This is an optimization exercise on Yosys and OpenROAD, whose aim is small area, a short achievable clock period and few clock cycles, not a production implementation. Function was checked by simulation only, so behaviour that the tests miss may differ from the original.

==> flow/design.v (outline; a module is shown in full before it is edited, if it fits) <==
// module rtcconv_exec: 1617 lines
// module rtcconv: 179 lines
module rtcconv (
    input  wire        clk,
    input  wire        rst,           
    input  wire        bus_wr,
    input  wire        bus_rd,
    input  wire [7:0]  bus_addr,
    input  wire [3:0]  bus_be,
    input  wire [31:0] bus_wdata,
    output reg  [31:0] bus_rdata
);
  // ...
==> flow/run.sh <==
#!/bin/bash
# synth_recipe.tcl (not shown) runs the flow's synth.tcl, then flattens the netlist and writes it again
# the make line also repeats each setting of config.mk as NAME=value (left out here)
make -C /OpenROAD-flow-scripts/flow DESIGN_CONFIG=/design/flow/config.mk WORK_HOME=/design/flow/orfs CLKGATE_MAP_FILE= SYNTH_SCRIPT=/design/flow/synth_recipe.tcl finish
==> flow/config.mk <==
export PLATFORM = sky130hd
export DESIGN_NAME = rtcconv
export DESIGN_NICKNAME = rtcconv
export VERILOG_FILES = /design/flow/design.v
export SDC_FILE = /design/flow/constraint.sdc
export NUM_CORES = 4
export LEC_CHECK = 0
export ABC_AREA = 1
export CAP_MARGIN = 20
export CORE_MARGIN = 2
export CORE_UTILIZATION = 40
export SLEW_MARGIN = 20
==> flow/constraint.sdc <==
create_clock -name core_clock -period 100.0 [get_ports {clk}]
set_input_delay 20.0000 -clock core_clock [delete_from_list [all_inputs] [get_ports {clk}]]
set_output_delay 20.0000 -clock core_clock [all_outputs]
set_load 0.01 [all_outputs]
==> out/results.ini, run 1 <==
[sta]
fin_skew_ps = 25.6
worst_pin_slew_ps = 1160
rsz0062_at_grt = false

[placed_design]
dp_hpwl_mm = 102
globalplace.congestion = 1.07

[yosys]
synth-simple-area-share = 0.188
syn_nets = 5275
syn_area_sq_um = 33600
muxShareOfSynthArea = 0.000931
synth-compound-area-share = 0.190
synth_top_cell_area_share = 0.187
yosysWarnings = 2

[finish]
largest_register_ffs = 64
seq_area_sq_um = 6270
fin_area_sq_um = 36800
multi_input_area_sq_um = 23200

[drt]
maxUsedRoutingLayer = met5
first_pass_iters = 6

[worst_hold_path]
hold-path-endpoint = bus_rdata[9]
hold_class = flip-flop to flip-flop

[clock_tree]
numCtsBuffers = 38

[die]
die_height_microns = 294

[critical_path]
r2r_end = tb_year[2]
crit_required_ps = 100510

[outcome]
status = timing/DRC/antenna clean

Testbench counts, summed over its fixed seeds: cycles 93,191.
==> module rtcconv, before the edit <==
module rtcconv (
    input  wire        clk,
    input  wire        rst,           
    input  wire        bus_wr,
    input  wire        bus_rd,
    input  wire [7:0]  bus_addr,
    input  wire [3:0]  bus_be,
    input  wire [31:0] bus_wdata,
    output reg  [31:0] bus_rdata
);
    localparam A_CMD     = 8'h00;
    localparam A_STATUS  = 8'h04;
    localparam A_ARG     = 8'h08;
    localparam A_RES     = 8'h0C;
    localparam A_TS_LO   = 8'h10;
    localparam A_TS_HI   = 8'h14;
    localparam A_DAYS    = 8'h18;
    localparam A_C_SEC   = 8'h20;
    localparam A_C_MIN   = 8'h24;
    localparam A_C_HOUR  = 8'h28;
    localparam A_C_DOW   = 8'h2C;
    localparam A_C_DAY   = 8'h30;
    localparam A_C_MON   = 8'h34;
    localparam A_C_YOFF  = 8'h38;
    localparam A_TB_SEC  = 8'h40;
    localparam A_TB_MIN  = 8'h44;
    localparam A_TB_HOUR = 8'h48;
    localparam A_TB_DOW  = 8'h4C;
    localparam A_TB_DAY  = 8'h50;
    localparam A_TB_MON  = 8'h54;
    localparam A_TB_YEAR = 8'h58;
    reg [31:0] cmd;
    reg        busy;
    reg [8:0]  flags;         
    reg        ebusy, eacc;   
    reg [8:0]  arg;
    reg [7:0]  res;
    reg [63:0] ts;
    reg [16:0] days;
    reg [7:0]  c_sec, c_min, c_hour, c_dow, c_day, c_mon, c_yoff;
    reg [7:0]  tb_sec, tb_min, tb_hour, tb_dow, tb_day, tb_mon, tb_year;
    wire [31:0] status = {20'd0, eacc, ebusy, flags, busy};
    wire [8:0]  x_flags;
    wire        x_we_res, x_we_ts, x_we_days, x_we_civ_time, x_we_civ_date, x_we_tb;
    wire [7:0]  x_res;
    wire [33:0] x_ts;
    wire [16:0] x_days;
    wire [7:0]  x_sec, x_min, x_hour, x_dow, x_day, x_mon, x_yoff;
    wire [7:0]  x_tb_sec, x_tb_min, x_tb_hour, x_tb_dow, x_tb_day, x_tb_mon, x_tb_year;
    rtcconv_exec u_exec (
        .clk(clk), .cmd(cmd), .arg(arg), .ts(ts),
        .c_sec(c_sec), .c_min(c_min), .c_hour(c_hour), .c_dow(c_dow),
        .c_day(c_day), .c_mon(c_mon), .c_yoff(c_yoff),
        .tb_sec(tb_sec), .tb_min(tb_min), .tb_hour(tb_hour), .tb_dow(tb_dow),
        .tb_day(tb_day), .tb_mon(tb_mon), .tb_year(tb_year),
        .flags(x_flags),
        .we_res(x_we_res), .n_res(x_res),
        .we_ts(x_we_ts), .n_ts(x_ts),
        .we_days(x_we_days), .n_days(x_days),
        .we_civ_time(x_we_civ_time), .we_civ_date(x_we_civ_date),
        .n_sec(x_sec), .n_min(x_min), .n_hour(x_hour), .n_dow(x_dow),
        .n_day(x_day), .n_mon(x_mon), .n_yoff(x_yoff),
        .we_tb(x_we_tb),
        .n_tb_sec(x_tb_sec), .n_tb_min(x_tb_min), .n_tb_hour(x_tb_hour), .n_tb_dow(x_tb_dow),
        .n_tb_day(x_tb_day), .n_tb_mon(x_tb_mon), .n_tb_year(x_tb_year)
    );
    wire bad_acc = (bus_addr[1:0] != 2'b00) || (bus_be != 4'hF);
    wire wr_ok   = bus_wr && !bad_acc;
    wire rd_ok   = bus_rd && !bus_wr && !bad_acc;
    reg [31:0] rd_val;
    always @* begin
        case (bus_addr)
            A_CMD:     rd_val = cmd;
            A_STATUS:  rd_val = status;
            A_ARG:     rd_val = {23'd0, arg};
            A_RES:     rd_val = {24'd0, res};
            A_TS_LO:   rd_val = ts[31:0];
            A_TS_HI:   rd_val = ts[63:32];
            A_DAYS:    rd_val = {15'd0, days};
            A_C_SEC:   rd_val = {24'd0, c_sec};
            A_C_MIN:   rd_val = {24'd0, c_min};
            A_C_HOUR:  rd_val = {24'd0, c_hour};
            A_C_DOW:   rd_val = {24'd0, c_dow};
            A_C_DAY:   rd_val = {24'd0, c_day};
            A_C_MON:   rd_val = {24'd0, c_mon};
            A_C_YOFF:  rd_val = {24'd0, c_yoff};
            A_TB_SEC:  rd_val = {24'd0, tb_sec};
            A_TB_MIN:  rd_val = {24'd0, tb_min};
            A_TB_HOUR: rd_val = {24'd0, tb_hour};
            A_TB_DOW:  rd_val = {24'd0, tb_dow};
            A_TB_DAY:  rd_val = {24'd0, tb_day};
            A_TB_MON:  rd_val = {24'd0, tb_mon};
            A_TB_YEAR: rd_val = {24'd0, tb_year};
            default:   rd_val = 32'd0;
        endcase
    end
    always @(posedge clk) begin
        if (rst) begin
            cmd   <= 32'd0;
            busy  <= 1'b0;
            flags <= 9'd0;
            ebusy <= 1'b0;
            eacc  <= 1'b0;
            arg   <= 9'd0;
            res   <= 8'd0;
            ts    <= 64'd0;
            days  <= 17'd0;
            c_sec <= 8'd0; c_min <= 8'd0; c_hour <= 8'd0; c_dow <= 8'd0;
            c_day <= 8'd0; c_mon <= 8'd0; c_yoff <= 8'd0;
            tb_sec <= 8'd0; tb_min <= 8'd0; tb_hour <= 8'd0; tb_dow <= 8'd0;
            tb_day <= 8'd0; tb_mon <= 8'd0; tb_year <= 8'd0;
            bus_rdata <= 32'd0;
        end else begin
            if (bus_rd && !bus_wr) begin
                bus_rdata <= rd_ok ? rd_val : 32'd0;
            end
            if ((bus_wr || bus_rd) && bad_acc) begin
                eacc <= 1'b1;
            end
            if (busy) begin
                busy  <= 1'b0;
                flags <= x_flags;
                if (x_we_res)  res  <= x_res;
                if (x_we_ts)   ts   <= {30'd0, x_ts};
                if (x_we_days) days <= x_days;
                if (x_we_civ_time) begin
                    c_sec  <= x_sec;
                    c_min  <= x_min;
                    c_hour <= x_hour;
                end
                if (x_we_civ_date) begin
                    c_dow  <= x_dow;
                    c_day  <= x_day;
                    c_mon  <= x_mon;
                    c_yoff <= x_yoff;
                end
                if (x_we_tb) begin
                    tb_sec  <= x_tb_sec;
                    tb_min  <= x_tb_min;
                    tb_hour <= x_tb_hour;
                    tb_dow  <= x_tb_dow;
                    tb_day  <= x_tb_day;
                    tb_mon  <= x_tb_mon;
                    tb_year <= x_tb_year;
                end
                if (wr_ok) ebusy <= 1'b1;
            end else if (wr_ok) begin
                case (bus_addr)
                    A_CMD: begin
                        cmd  <= bus_wdata;
                        busy <= 1'b1;
                    end
                    A_STATUS: begin
                        if (bus_wdata[10]) ebusy <= 1'b0;
                        if (bus_wdata[11]) eacc  <= 1'b0;
                    end
                    A_ARG:     arg     <= bus_wdata[8:0];
                    A_TS_LO:   ts[31:0]  <= bus_wdata;
                    A_TS_HI:   ts[63:32] <= bus_wdata;
                    A_C_SEC:   c_sec   <= bus_wdata[7:0];
                    A_C_MIN:   c_min   <= bus_wdata[7:0];
                    A_C_HOUR:  c_hour  <= bus_wdata[7:0];
                    A_C_DOW:   c_dow   <= bus_wdata[7:0];
                    A_C_DAY:   c_day   <= bus_wdata[7:0];
                    A_C_MON:   c_mon   <= bus_wdata[7:0];
                    A_C_YOFF:  c_yoff  <= bus_wdata[7:0];
                    A_TB_SEC:  tb_sec  <= bus_wdata[7:0];
                    A_TB_MIN:  tb_min  <= bus_wdata[7:0];
                    A_TB_HOUR: tb_hour <= bus_wdata[7:0];
                    A_TB_DOW:  tb_dow  <= bus_wdata[7:0];
                    A_TB_DAY:  tb_day  <= bus_wdata[7:0];
                    A_TB_MON:  tb_mon  <= bus_wdata[7:0];
                    A_TB_YEAR: tb_year <= bus_wdata[7:0];
                    default: ;  
                endcase
            end
        end
    end
endmodule
==> run 2: changes to the inputs <==
--- a/flow/design.v
+++ b/flow/design.v
@@ -2,17 +2,17 @@
     input  wire        clk,
     input  wire [31:0] cmd,
     input  wire [8:0]  arg,
     input  wire [63:0] ts,
     input  wire [7:0]  c_sec, c_min, c_hour, c_dow, c_day, c_mon, c_yoff,
     input  wire [7:0]  tb_sec, tb_min, tb_hour, tb_dow, tb_day, tb_mon, tb_year,
     output reg  [8:0]  flags,       
     output reg         we_res,
-    output reg  [7:0]  n_res,
+    output wire [7:0]  n_res,
     output reg         we_ts,
     output wire [33:0] n_ts,
     output reg         we_days,
     output reg  [16:0] n_days,
     output reg         we_civ_time,  
     output reg         we_civ_date,  
     output reg  [7:0]  n_sec, n_min, n_hour, n_dow, n_day, n_mon, n_yoff,
     output reg         we_tb,
@@ -1469,17 +1469,16 @@
     wire [7:0] adv_yoff = c_eoy ? add(c_yoff, 0, 1'b1) : c_yoff;
     wire [2:0] adv_dow  = (c_dow[2:0] == 3'd6) ? 3'd0 : add(c_dow[2:0], 0, 1'b1);
     wire [5:0] arg_hd = hour_dec(arg[7:0]);
     wire legal = (cmd[31:8] == 24'd0) && !ge(op, 8'h0E);
     reg  a_enc;
     always @* begin
         flags       = 9'd0;
         we_res      = 1'b0;
-        n_res       = 8'd0;
         we_ts       = 1'b0;
         we_days     = 1'b0;
         n_days      = k_days;
         we_civ_time = 1'b0;
         we_civ_date = 1'b0;
         n_sec  = c_sec;  n_min = c_min;  n_hour = c_hour;  n_dow = c_dow;
         n_day  = c_day;  n_mon = c_mon;  n_yoff = c_yoff;
         we_tb  = 1'b0;
@@ -1488,39 +1487,38 @@
             flags[F_ECMD] = 1'b1;
         end else begin
             case (op[3:0])
                 4'h0: ;  
                 4'h1: begin  
                     if (ge(arg[7:0], 100)) flags[F_EFMT] = 1'b1;
                     else begin
                         we_res = 1'b1;
-                        n_res  = dec2bcd(arg[6:0]);
+                        n_sec  = {1'b0, arg[6:0]};    
                     end
                 end
                 4'h2: begin  
                     if (!le9(arg[7:4]) || !le9(arg[3:0])) flags[F_EFMT] = 1'b1;
                     else begin
                         we_res = 1'b1;
-                        n_res  = {1'b0, bcd2bin(arg[7:4], arg[3:0])};
                     end
                 end
                 4'h3: begin  
                     if (ge(arg[7:0], 24)) flags[F_EFMT] = 1'b1;
                     else begin
                         we_res = 1'b1;
-                        n_res  = hour_enc(arg[4:0], arg[8]);
+                        n_hour = {3'd0, arg[4:0]};    
+                        a_enc  = arg[8];
                         flags[F_MARKER] = arg[8];
                     end
                 end
                 4'h4: begin  
                     if (!arg_hd[5]) flags[F_EFMT] = 1'b1;
                     else begin
                         we_res = 1'b1;
-                        n_res  = {3'd0, arg_hd[4:0]};
                         flags[F_MARKER] = arg[6];
                     end
                 end
                 4'h5: begin  
                     flags[F_AFTER] = civ_after;
                 end
                 4'h6: begin  
                     if (!civ_date_ok) flags[F_ECIV] = 1'b1;
@@ -1604,16 +1602,19 @@
                 end
                 default: ;
             endcase
         end
     end
     assign n_tb_sec  = dec2bcd(n_sec[6:0]);
     assign n_tb_min  = dec2bcd(n_min[6:0]);
     assign n_tb_hour = hour_enc(n_hour[4:0], a_enc);
+    assign n_res = op[2] ? {3'd0, arg_hd[4:0]} :
+                   op[1] ? (op[0] ? n_tb_hour : {1'b0, bcd2bin(arg[7:4], arg[3:0])}) :
+                   n_tb_sec;
     wire   n_cent    = ge(n_yoff, 100);
     assign n_tb_dow  = add(n_dow, 0, 1'b1);
     assign n_tb_day  = dec2bcd(n_day[6:0]);
     assign n_tb_mon  = {n_cent, 7'd0} | dec2bcd(n_mon[6:0]);
     assign n_tb_year = dec2bcd(n_cent ? add(n_yoff[6:0], 7'd28, 1'b0) : n_yoff[6:0]);
 endmodule
 module rtcconv (
     input  wire        clk,
@@ -1676,19 +1677,43 @@
         .we_days(x_we_days), .n_days(x_days),
         .we_civ_time(x_we_civ_time), .we_civ_date(x_we_civ_date),
         .n_sec(x_sec), .n_min(x_min), .n_hour(x_hour), .n_dow(x_dow),
         .n_day(x_day), .n_mon(x_mon), .n_yoff(x_yoff),
         .we_tb(x_we_tb),
         .n_tb_sec(x_tb_sec), .n_tb_min(x_tb_min), .n_tb_hour(x_tb_hour), .n_tb_dow(x_tb_dow),
         .n_tb_day(x_tb_day), .n_tb_mon(x_tb_mon), .n_tb_year(x_tb_year)
     );
-    wire bad_acc = (bus_addr[1:0] != 2'b00) || (bus_be != 4'hF);
-    wire wr_ok   = bus_wr && !bad_acc;
-    wire rd_ok   = bus_rd && !bus_wr && !bad_acc;
+    wire       acc_ok  = (bus_addr[1:0] == 2'b00) && (bus_be == 4'hF);
+    wire       bad_acc = !acc_ok;
+    wire       wr_ok   = bus_wr && acc_ok;
+    wire       wr_idle = wr_ok && !busy;
+    wire [5:0] wa      = bus_addr[7:2];
+    wire w_cmd     = wr_idle && (wa == 6'h00);
+    wire w_status  = wr_idle && (wa == 6'h01);
+    wire w_arg     = wr_idle && (wa == 6'h02);
+    wire w_ts_lo   = wr_idle && (wa == 6'h04);
+    wire w_ts_hi   = wr_idle && (wa == 6'h05);
+    wire w_c_sec   = wr_idle && (wa == 6'h08);
+    wire w_c_min   = wr_idle && (wa == 6'h09);
+    wire w_c_hour  = wr_idle && (wa == 6'h0A);
+    wire w_c_dow   = wr_idle && (wa == 6'h0B);
+    wire w_c_day   = wr_idle && (wa == 6'h0C);
+    wire w_c_mon   = wr_idle && (wa == 6'h0D);
+    wire w_c_yoff  = wr_idle && (wa == 6'h0E);
+    wire w_tb_sec  = wr_idle && (wa == 6'h10);
+    wire w_tb_min  = wr_idle && (wa == 6'h11);
+    wire w_tb_hour = wr_idle && (wa == 6'h12);
+    wire w_tb_dow  = wr_idle && (wa == 6'h13);
+    wire w_tb_day  = wr_idle && (wa == 6'h14);
+    wire w_tb_mon  = wr_idle && (wa == 6'h15);
+    wire w_tb_year = wr_idle && (wa == 6'h16);
+    wire c_civt = busy && x_we_civ_time;
+    wire c_civd = busy && x_we_civ_date;
+    wire c_tb   = busy && x_we_tb;
     reg [31:0] rd_val;
     always @* begin
         case (bus_addr)
             A_CMD:     rd_val = cmd;
             A_STATUS:  rd_val = status;
             A_ARG:     rd_val = {23'd0, arg};
             A_RES:     rd_val = {24'd0, res};
             A_TS_LO:   rd_val = ts[31:0];
@@ -1707,90 +1732,75 @@
             A_TB_DOW:  rd_val = {24'd0, tb_dow};
             A_TB_DAY:  rd_val = {24'd0, tb_day};
             A_TB_MON:  rd_val = {24'd0, tb_mon};
             A_TB_YEAR: rd_val = {24'd0, tb_year};
             default:   rd_val = 32'd0;
         endcase
     end
     always @(posedge clk) begin
+        if (rst || bad_acc) bus_rdata <= 32'd0;
+        else                bus_rdata <= rd_val;
+    end
+    always @(posedge clk) begin
+        if (rst) begin
+            cmd <= 32'd0; busy <= 1'b0; flags <= 9'd0; ebusy <= 1'b0; eacc <= 1'b0;
+        end else begin
+            if (w_cmd) cmd <= bus_wdata;
+            busy <= w_cmd;
+            if (busy) flags <= x_flags;
+            if (busy && wr_ok)                   ebusy <= 1'b1;
+            else if (w_status && bus_wdata[10])  ebusy <= 1'b0;
+            if ((bus_wr || bus_rd) && bad_acc)   eacc  <= 1'b1;
+            else if (w_status && bus_wdata[11])  eacc  <= 1'b0;
+        end
+    end
+    always @(posedge clk) begin
+        if (rst)        arg <= 9'd0;
+        else if (w_arg) arg <= bus_wdata[8:0];
+    end
+    always @(posedge clk) begin
+        if (rst)                   res <= 8'd0;
+        else if (busy && x_we_res) res <= x_res;
+    end
+    always @(posedge clk) begin
+        if (rst)                  ts[31:0] <= 32'd0;
+        else if (w_ts_lo)         ts[31:0] <= bus_wdata;
+        else if (busy && x_we_ts) ts[31:0] <= x_ts[31:0];
+    end
+    always @(posedge clk) begin
+        if (rst)                  ts[63:32] <= 32'd0;
+        else if (w_ts_hi)         ts[63:32] <= bus_wdata;
+        else if (busy && x_we_ts) ts[63:32] <= {30'd0, x_ts[33:32]};
+    end
+    always @(posedge clk) begin
+        if (rst)                    days <= 17'd0;
+        else if (busy && x_we_days) days <= x_days;
+    end
+    always @(posedge clk) begin
         if (rst) begin
-            cmd   <= 32'd0;
-            busy  <= 1'b0;
-            flags <= 9'd0;
-            ebusy <= 1'b0;
-            eacc  <= 1'b0;
-            arg   <= 9'd0;
-            res   <= 8'd0;
-            ts    <= 64'd0;
-            days  <= 17'd0;
             c_sec <= 8'd0; c_min <= 8'd0; c_hour <= 8'd0; c_dow <= 8'd0;
             c_day <= 8'd0; c_mon <= 8'd0; c_yoff <= 8'd0;
+        end else begin
+            if (w_c_sec)  c_sec  <= bus_wdata[7:0]; else if (c_civt) c_sec  <= x_sec;
+            if (w_c_min)  c_min  <= bus_wdata[7:0]; else if (c_civt) c_min  <= x_min;
+            if (w_c_hour) c_hour <= bus_wdata[7:0]; else if (c_civt) c_hour <= x_hour;
+            if (w_c_dow)  c_dow  <= bus_wdata[7:0]; else if (c_civd) c_dow  <= x_dow;
+            if (w_c_day)  c_day  <= bus_wdata[7:0]; else if (c_civd) c_day  <= x_day;
+            if (w_c_mon)  c_mon  <= bus_wdata[7:0]; else if (c_civd) c_mon  <= x_mon;
+            if (w_c_yoff) c_yoff <= bus_wdata[7:0]; else if (c_civd) c_yoff <= x_yoff;
+        end
+    end
+    always @(posedge clk) begin
+        if (rst) begin
             tb_sec <= 8'd0; tb_min <= 8'd0; tb_hour <= 8'd0; tb_dow <= 8'd0;
             tb_day <= 8'd0; tb_mon <= 8'd0; tb_year <= 8'd0;
-            bus_rdata <= 32'd0;
         end else begin
-            if (bus_rd && !bus_wr) begin
-                bus_rdata <= rd_ok ? rd_val : 32'd0;
-            end
-            if ((bus_wr || bus_rd) && bad_acc) begin
-                eacc <= 1'b1;
-            end
-            if (busy) begin
-                busy  <= 1'b0;
-                flags <= x_flags;
-                if (x_we_res)  res  <= x_res;
-                if (x_we_ts)   ts   <= {30'd0, x_ts};
-                if (x_we_days) days <= x_days;
-                if (x_we_civ_time) begin
-                    c_sec  <= x_sec;
-                    c_min  <= x_min;
-                    c_hour <= x_hour;
-                end
-                if (x_we_civ_date) begin
-                    c_dow  <= x_dow;
-                    c_day  <= x_day;
-                    c_mon  <= x_mon;
-                    c_yoff <= x_yoff;
-                end
-                if (x_we_tb) begin
-                    tb_sec  <= x_tb_sec;
-                    tb_min  <= x_tb_min;
-                    tb_hour <= x_tb_hour;
-                    tb_dow  <= x_tb_dow;
-                    tb_day  <= x_tb_day;
-                    tb_mon  <= x_tb_mon;
-                    tb_year <= x_tb_year;
-                end
-                if (wr_ok) ebusy <= 1'b1;
-            end else if (wr_ok) begin
-                case (bus_addr)
-                    A_CMD: begin
-                        cmd  <= bus_wdata;
-                        busy <= 1'b1;
-                    end
-                    A_STATUS: begin
-                        if (bus_wdata[10]) ebusy <= 1'b0;
-                        if (bus_wdata[11]) eacc  <= 1'b0;
-                    end
-                    A_ARG:     arg     <= bus_wdata[8:0];
-                    A_TS_LO:   ts[31:0]  <= bus_wdata;
-                    A_TS_HI:   ts[63:32] <= bus_wdata;
-                    A_C_SEC:   c_sec   <= bus_wdata[7:0];
-                    A_C_MIN:   c_min   <= bus_wdata[7:0];
-                    A_C_HOUR:  c_hour  <= bus_wdata[7:0];
-                    A_C_DOW:   c_dow   <= bus_wdata[7:0];
-                    A_C_DAY:   c_day   <= bus_wdata[7:0];
-                    A_C_MON:   c_mon   <= bus_wdata[7:0];
-                    A_C_YOFF:  c_yoff  <= bus_wdata[7:0];
-                    A_TB_SEC:  tb_sec  <= bus_wdata[7:0];
-                    A_TB_MIN:  tb_min  <= bus_wdata[7:0];
-                    A_TB_HOUR: tb_hour <= bus_wdata[7:0];
-                    A_TB_DOW:  tb_dow  <= bus_wdata[7:0];
-                    A_TB_DAY:  tb_day  <= bus_wdata[7:0];
-                    A_TB_MON:  tb_mon  <= bus_wdata[7:0];
-                    A_TB_YEAR: tb_year <= bus_wdata[7:0];
-                    default: ;  
-                endcase
-            end
+            if (w_tb_sec)  tb_sec  <= bus_wdata[7:0]; else if (c_tb) tb_sec  <= x_tb_sec;
+            if (w_tb_min)  tb_min  <= bus_wdata[7:0]; else if (c_tb) tb_min  <= x_tb_min;
+            if (w_tb_hour) tb_hour <= bus_wdata[7:0]; else if (c_tb) tb_hour <= x_tb_hour;
+            if (w_tb_dow)  tb_dow  <= bus_wdata[7:0]; else if (c_tb) tb_dow  <= x_tb_dow;
+            if (w_tb_day)  tb_day  <= bus_wdata[7:0]; else if (c_tb) tb_day  <= x_tb_day;
+            if (w_tb_mon)  tb_mon  <= bus_wdata[7:0]; else if (c_tb) tb_mon  <= x_tb_mon;
+            if (w_tb_year) tb_year <= bus_wdata[7:0]; else if (c_tb) tb_year <= x_tb_year;
         end
     end
 endmodule
==> flow/flow/run.sh (new file) <==
#!/bin/bash
set -o pipefail
export BUFFER_PORTS_ARGS="-buffer_cell sky130_fd_sc_hd__buf_2"
bash standard.sh > standard.log 2>&1
==> flow/standard.sh (new file) <==
#!/bin/bash
# synth_recipe.tcl (not shown) runs the flow's synth.tcl, then flattens the netlist and writes it again
# the make line also repeats each setting of config.mk as NAME=value (left out here)
make -C /OpenROAD-flow-scripts/flow DESIGN_CONFIG=/design/flow/config.mk WORK_HOME=/design/flow/orfs CLKGATE_MAP_FILE= SYNTH_SCRIPT=/design/flow/synth_recipe.tcl "${@:-finish}"
removed: flow/run.sh
==> run 2 against run 1 <==
- final cell count is 0.75% higher
- highest routed layer unchanged
- die area is 0.35% lower
- clock-buffer cell count is 10 lower
==> out/results.ini, run 2 <==
[clock_tree]
path_clk_slew_ps = 60
cts.repair.resized = 0
cts_root_buf = clkbuf_16
cts_tree = yes
cts.sinks = 313
cts_max_level = 2
ctsHoldBuffers = 0
postCtsSetupBuffers = 0
numCtsBuffers = 39  ; +2.6%
clock_path_buffers = 3
clkLatencyLatePin_ps = 580

[critical_path]
critPathTopFamily = simple AND/OR/NAND/NOR gates
critPathMaxStageDelay_ps = 610
end_kind = flip-flop
worstReg2RegStart = u_exec.s1_days[1]
regToRegSetupSlack_ps = 80880
arrival_ps = 22910
r2r_end = tb_year[4]
cp.buffers_inverters = 4
critPathKind = primary input to flip-flop
crit_top_cell = nor2_1
worst_path_max_delay_cell = nor2_1
crit_required_ps = 100430  ; -80 ps
crit_chain = buf_2, nor2_1, buf_4, nand3_1, nor2_1, inv_1, nor2_1, nand2_1, nor2_1, inv_1, nor2_1, nor2_1, a221oi_1, nor2_1
reg2regPathDepth = 105
critPathMaxFanout = 12
start_kind = primary input

[finish]
final_common_cell = inv_1
area_growth_pct = 8.91
drive_gt1_frac = 0.0676
nets = 5330
regMostFlops = ts
stdcell_count = 5782
largest_register_ffs = 64  ; unchanged
reg.largest.list = ts: 64 flops, bus_rdata: 32 flops, cmd: 32 flops
final_cell_mix = 938 x inv_1, 897 x nand2_1, 349 x nor2_1
fin_area_sq_um = 36500  ; -1.0%

[global_routing]
antenna_found_initial = 7
grt-ovfl-total = 0
grt_pass1_wl_mm = 200
grtUsageTotal = 0.310
grt_pass1_vias = 31342
grt_max_degree = 72

[sta]
fin_skew_ps = 33.5  ; +7.89 ps
final_hold_viol_count = 0
post-route-min-period_ps = 22470
period_share = 0.225
relSlewSlack = 0.205
maxSlewViolCount = 0
worst_pin_slew_ps = 1190  ; +26.5 ps
setup_viol = 0
fmax_ghz = 0.0445
rsz0062_at_grt = false
setup_tns_ps = 0
holdWs_ps = 461

[die]
initial_core_util = 0.402
coreArea_sq_um = 83300
die_w_microns = 293
rows = 106
dieArea_sq_um = 86000
die_height_microns = 293  ; -0.17%
pin_count = 80

[yosys]
synthXorXnorAreaFrac = 0.0142
synth_top_family_by_area = adder cells
synth-edff-count = 0
yosysWarnings = 2  ; unchanged
synth-simple-area-share = 0.205  ; +0.0168
synth.area.top_cells = dfxtp_1 19%, fa_1 18%, ha_1 11%, inv_1 11%, nand2_1 10%
ys_ff_latch = 313
yosys_most_used_dff = dfxtp_1
seq_area_frac_synth = 0.187
synth_fa_ha_area_frac = 0.297
synth_cells = 4637
yosysMostFrequentCell = inv_1
syn_avg_cell_area_sq_um = 7.22
muxShareOfSynthArea = 0.000934  ; +0.00000327
synth_commonest_cells = 939 x inv_1, 897 x nand2_1, 355 x nor2_1, 313 x dfxtp_1, 307 x ha_1
synth-compound-area-share = 0.171  ; -0.0190
async_reset_ff_frac = 0
syn_area_sq_um = 33500  ; -0.35%
ys_types = 77
synth_top_cell_area_share = 0.187  ; +0.000655
yosys.area.top_type = dfxtp_1
syn_nets = 5297  ; +0.42%

[worst_hold_path]
min-delay-start = c_day[5]
hold-path-endpoint = c_day[5]
hold_depth = 2
hold_class = flip-flop to flip-flop

[drt]
wl_mm = 134
ant_nets = 0
vias = 32575
drt_iter0_drc = 3708
first_pass_iters = 6  ; unchanged
wl_per_cell_microns = 23.1
drcViolationCount = 0
viasPerCell = 5.63

[placed_design]
place_area_sq_um = 35000
dpl.cell_count = 5708
port_buffers = 79
dp_hpwl_mm = 108  ; +5.9%
globalplace.congestion = 1.09  ; +2.2%

[outcome]
status = timing/DRC/antenna clean

[run]
cap_violations = 0

run 2: cells by family (layout without fill, tap and decap cells):
kind of cell             count (synthesis)  in the layout
other                                    0              1
buffers and inverters                 1100           1164
AO/OA/AOI/OAI                          942            942
XOR/XNOR                                50             50
adder cells (fa/ha/maj)                612            612
AND/OR/NAND/NOR                       1617           1617
flip-flops                             313            313
multiplexers                             3              3
run 2: worst min-delay path, cell delays in order (launching register included):
cell and delay, ps:
dfxtp_1 310, nand2_1 60, a21oi_1 50
run 2: worst max-delay path by stage:
stage	slack [ps]	depth (start not counted)	endpoint	from
floorplan	78020	13	c_hour[1]	bus_addr[1]
global placement	77240	14	c_hour[1]	bus_addr[1]
detailed placement	77120	14	c_hour[1]	bus_addr[1]
CTS	77690	14	c_hour[3]	bus_addr[1]
global route	77250	14	c_hour[3]	bus_addr[1]
finish	77530	14	c_hour[3]	bus_addr[1]
run 2: layout make-up:
type,instances,area (sq um)
multi-input combinational,3224,23100
timing repair buffer,117,683
clock inverter,28,408
tap,1080,1350
clock buffer,44,1010
fill,8695,46800
inverter,975,3670
sequential,313,6270
antenna,1,2.50
run 2: through the flow:
stage	util	setup WS, ps
6_report	0.438	77530
5_1_grt	0.438	77250
4_1_cts	0.438	77690
3_5_place_dp	0.421	77120
3_3_place_gp	0.420	77240
2_1_floorplan	-	78020
run 2: layer usage:
| metal | global-route usage | wire (microns) |
|---|---|---|
| met1 | 0.416 | 55800 |
| met2 | 0.477 | 57700 |
| met3 | 0.0662 | 12900 |
| met4 | 0.141 | 7340 |
| met5 | 0 | 50 |
Testbench counts of run 2, summed over its fixed seeds: cycles 93,191.
==> run 3: changes to the inputs <==
==> flow/run.sh (new file) <==
#!/bin/bash
# synth_recipe.tcl (not shown) runs the flow's synth.tcl, then flattens the netlist and writes it again
# the make line also repeats each setting of config.mk as NAME=value (left out here)
make -C /OpenROAD-flow-scripts/flow DESIGN_CONFIG=/design/flow/config.mk WORK_HOME=/design/flow/orfs CLKGATE_MAP_FILE= SYNTH_SCRIPT=/design/flow/synth_recipe.tcl finish
removed: flow/flow/run.sh
removed: flow/standard.sh
==> run 3 against run 2 <==
- still clean
- die area stayed put
- core utilization is 0.42 points higher
- sequential share of layout area is 0.16 points lower
- register-to-register slack worse by 20 ps
- synthesized cell count stayed put
- critical endpoint is now ts[22]
- largest cell class unchanged
==> out/results.ini, run 3 <==
[drt]
drcViolationCount = 0  ; unchanged
drt_iter0_drc = 3498  ; -5.7%
wl_mm = 135  ; +0.82%
viasPerCell = 5.63  ; -0.14%
wl_per_cell_microns = 23.3  ; +0.68%
ant_nets = 0  ; unchanged
first_pass_iters = 6  ; unchanged
vias = 32574  ; -0.0031%

[critical_path]
regToRegSetupSlack_ps = 80860  ; -20 ps
end_kind = flip-flop
start_kind = primary input
crit_required_ps = 100500  ; +70 ps
reg2regPathDepth = 107  ; +1.9%
r2r_end = tb_year[4]
arrival_ps = 23800  ; +890 ps
critPathKind = primary input to flip-flop
worstReg2RegStart = u_exec.s1_days[1]
critPathMaxFanout = 64  ; +52

[global_routing]
grt_pass1_wl_mm = 201  ; +0.41%
grtUsageTotal = 0.312  ; +0.00200
antenna_found_initial = 8  ; +1
grt_pass1_vias = 30989  ; -1.1%
grt_max_degree = 67  ; -6.9%
use_met2 = 0.490  ; +0.0128
grt-ovfl-total = 0  ; unchanged
grt.met1_usage = 0.424  ; +0.00740
grt.busiest_layer = met2
met3_usage = 0.0523  ; -0.0139

[placed_design]
globalplace.congestion = 1.04  ; -4.9%
dp_hpwl_mm = 109  ; +0.85%
port_buffers = 79  ; unchanged
place_area_sq_um = 35500  ; +1.4%

[clock_tree]
cts_max_level = 2  ; unchanged
cts.sinks = 313  ; unchanged
cts_tree = yes
numCtsBuffers = 39  ; unchanged
path_clk_slew_ps = 60  ; about the same
cts_root_buf = clkbuf_16
clkLatencyLatePin_ps = 590  ; about the same
postCtsSetupBuffers = 0  ; unchanged
ctsHoldBuffers = 0  ; unchanged
clock_path_buffers = 3  ; unchanged
cts.repair.resized = 0  ; unchanged

[yosys]
synth_top_cell_area_share = 0.187  ; unchanged
syn_area_sq_um = 33500  ; unchanged
yosys.area.top_type = dfxtp_1
yosysWarnings = 2  ; unchanged
async_reset_ff_frac = 0  ; unchanged
synth_cells = 4637  ; unchanged
synth_commonest_cells = 939 x inv_1, 897 x nand2_1, 355 x nor2_1, 313 x dfxtp_1, 307 x ha_1
syn_avg_cell_area_sq_um = 7.22  ; unchanged
ys_types = 77  ; unchanged
yosysMostFrequentCell = inv_1
synth.area.top_cells = dfxtp_1 19%, fa_1 18%, ha_1 11%, inv_1 11%, nand2_1 10%
yosys_most_used_dff = dfxtp_1
synth-edff-count = 0  ; unchanged
ys_ff_latch = 313  ; unchanged
syn_nets = 5297  ; unchanged
seq_area_frac_synth = 0.187  ; unchanged

[finish]
utilization = 0.442  ; +0.00421
drive_gt1_frac = 0.0520  ; -0.0156
nFillCells = 8693  ; -0.023%
reg.largest.list = ts: 64 flops, bus_rdata: 32 flops, cmd: 32 flops
final_cell_mix = 938 x inv_1, 897 x nand2_1, 348 x nor2_1
regMostFlops = ts
area_growth_pct = 9.96
fin_area_sq_um = 36800  ; +0.96%
final_common_cell = inv_1
nets = 5342  ; +0.23%
largest_register_ffs = 64  ; unchanged

[sta]
rsz0062_at_grt = false
post-route-min-period_ps = 23300  ; +827 ps
fmax_ghz = 0.0429  ; -3.6%
maxSlewViolCount = 0  ; unchanged
period_share = 0.233  ; +0.00827
worst_pin_slew_ps = 1170  ; -17.1 ps
holdWs_ps = 465  ; +4.33 ps
fin_skew_ps = 27.8  ; -5.71 ps
setup_tns_ps = 0  ; unchanged
final_hold_viol_count = 0  ; unchanged
setup_viol = 0  ; unchanged
relSlewSlack = 0.211  ; +0.00609

[worst_hold_path]
hold_class = flip-flop to flip-flop
hold_depth = 2  ; unchanged
min-delay-start = c_day[5]
hold-path-endpoint = c_day[5]

[run]
cap_violations = 0  ; unchanged

[die]
initial_core_util = 0.402  ; unchanged
pin_count = 80  ; unchanged
dieArea_sq_um = 86000  ; unchanged
coreArea_sq_um = 83300  ; unchanged
die_w_microns = 293  ; unchanged
rows = 106  ; unchanged
die_height_microns = 293  ; unchanged

[outcome]
status = timing/DRC/antenna clean

[run 3: cell counts after synthesis]
No cell type changed its count.
[run 3: final cells by class]
class | instances | area [sq um] | share of cell area
diodes | 1 | 2.50 | 0.0000680
multi-input cells | 3224 | 23100 | 0.626
well taps | 1080 | 1350 | 0.0367
inverters | 975 | 3670 | 0.0996
flip-flops and latches | 313 | 6270 | 0.170
clock inverters | 14 | 190 | 0.00517
repair buffers | 129 | 1160 | 0.0316
clock buffers | 54 | 1110 | 0.0302
[run 3: worst max-delay path by stage]
stage / startpoint / to / slack, ps
after floorplan: bus_addr[1] / c_hour[1] / 78020
after global placement: bus_addr[1] / ts[30] / 76410
after detailed placement: bus_addr[1] / ts[22] / 76280
after CTS: bus_addr[1] / ts[15] / 76890
after global routing: bus_addr[1] / ts[12] / 76440
final: bus_addr[1] / ts[22] / 76700
[run 3: worst max-delay path, stage by stage]
cell,delay [ps]
clkdlybuf4s50_1,400
nor2_1,670
nand3_1,170
nor2_1,130
inv_1,70
nor2_1,120
nand2_1,420
nor2_1,220
buf_4,260
clkinv_1,90
buf_4,290
o21ai_4,100
buf_4,470
o21ai_0,150
a21oi_1,180
[run 3: metal layers]
metal  wire, microns  share of wire  vias to the layer above
met5              18        0.00013                        -
met2           59400           0.44                     1567
met1           56200           0.42                    15586
li1                -              -                    15076
met4            6980          0.052                        4
met3           12300          0.092                      341
[run 3: kinds of logic (layout without fill, tap and decap cells)]
group | Yosys count | in the layout | share of synthesized area
other | 0 | 1 | 0
xor gates and xnor gates | 50 | 50 | 0.0142
DFF | 313 | 313 | 0.187
muxes | 3 | 3 | 0.000934
adders and majority gates | 612 | 612 | 0.297
buffers and inverters | 1100 | 1172 | 0.125
and+or+nand+nor | 1617 | 1617 | 0.205
AOI/OAI and AO/OA | 942 | 942 | 0.171
[run 3: through the flow]
step | std cells | setup WS (ps)
floorplan | 4637 | 78020
global placement | 5720 | 76410
detailed placement | 5721 | 76280
CTS | 5789 | 76890
global route | 5789 | 76440
finish | 5790 | 76700

==> separate check: timing with driven ports <==
In the flow no input, the clock included, has a driving cell. The finished layouts below were timed again as built, in two steps.
Step 1 sets driving cells, clkbuf_16 on the clock port and buf_2 on the other inputs (assumed; they add their load-dependent delay and slew).
Step 2, shift: input delay + t, output delay - t, t = (earliest + latest rising clock arrival at the registers) / 2. This alone moves slack from input paths to output paths.
a / b / c = no drivers / after step 1 / after step 2; a / b = the first two.
| run | t (ns) | setup WS [ns] | latest minus earliest clock arrival (ns) | worst slew at a driven data input, ns |
|---|---|---|---|---|
| run 1 | 0.643 | 76.867 / 76.909 / 76.266 | 0.025 / 0.025 | 0.04 |
| run 2 | 0.633 | 77.527 / 77.576 / 76.943 | 0.034 / 0.033 | 0.04 |
| run 3 | 0.647 | 76.700 / 76.744 / 76.097 | 0.028 / 0.028 | 0.05 |
After both steps setup and hold are still met in every run listed. For run 3, which loses most, drivers alone change the setup slack by +0.044 ns; drivers and shift together by -0.603 ns.
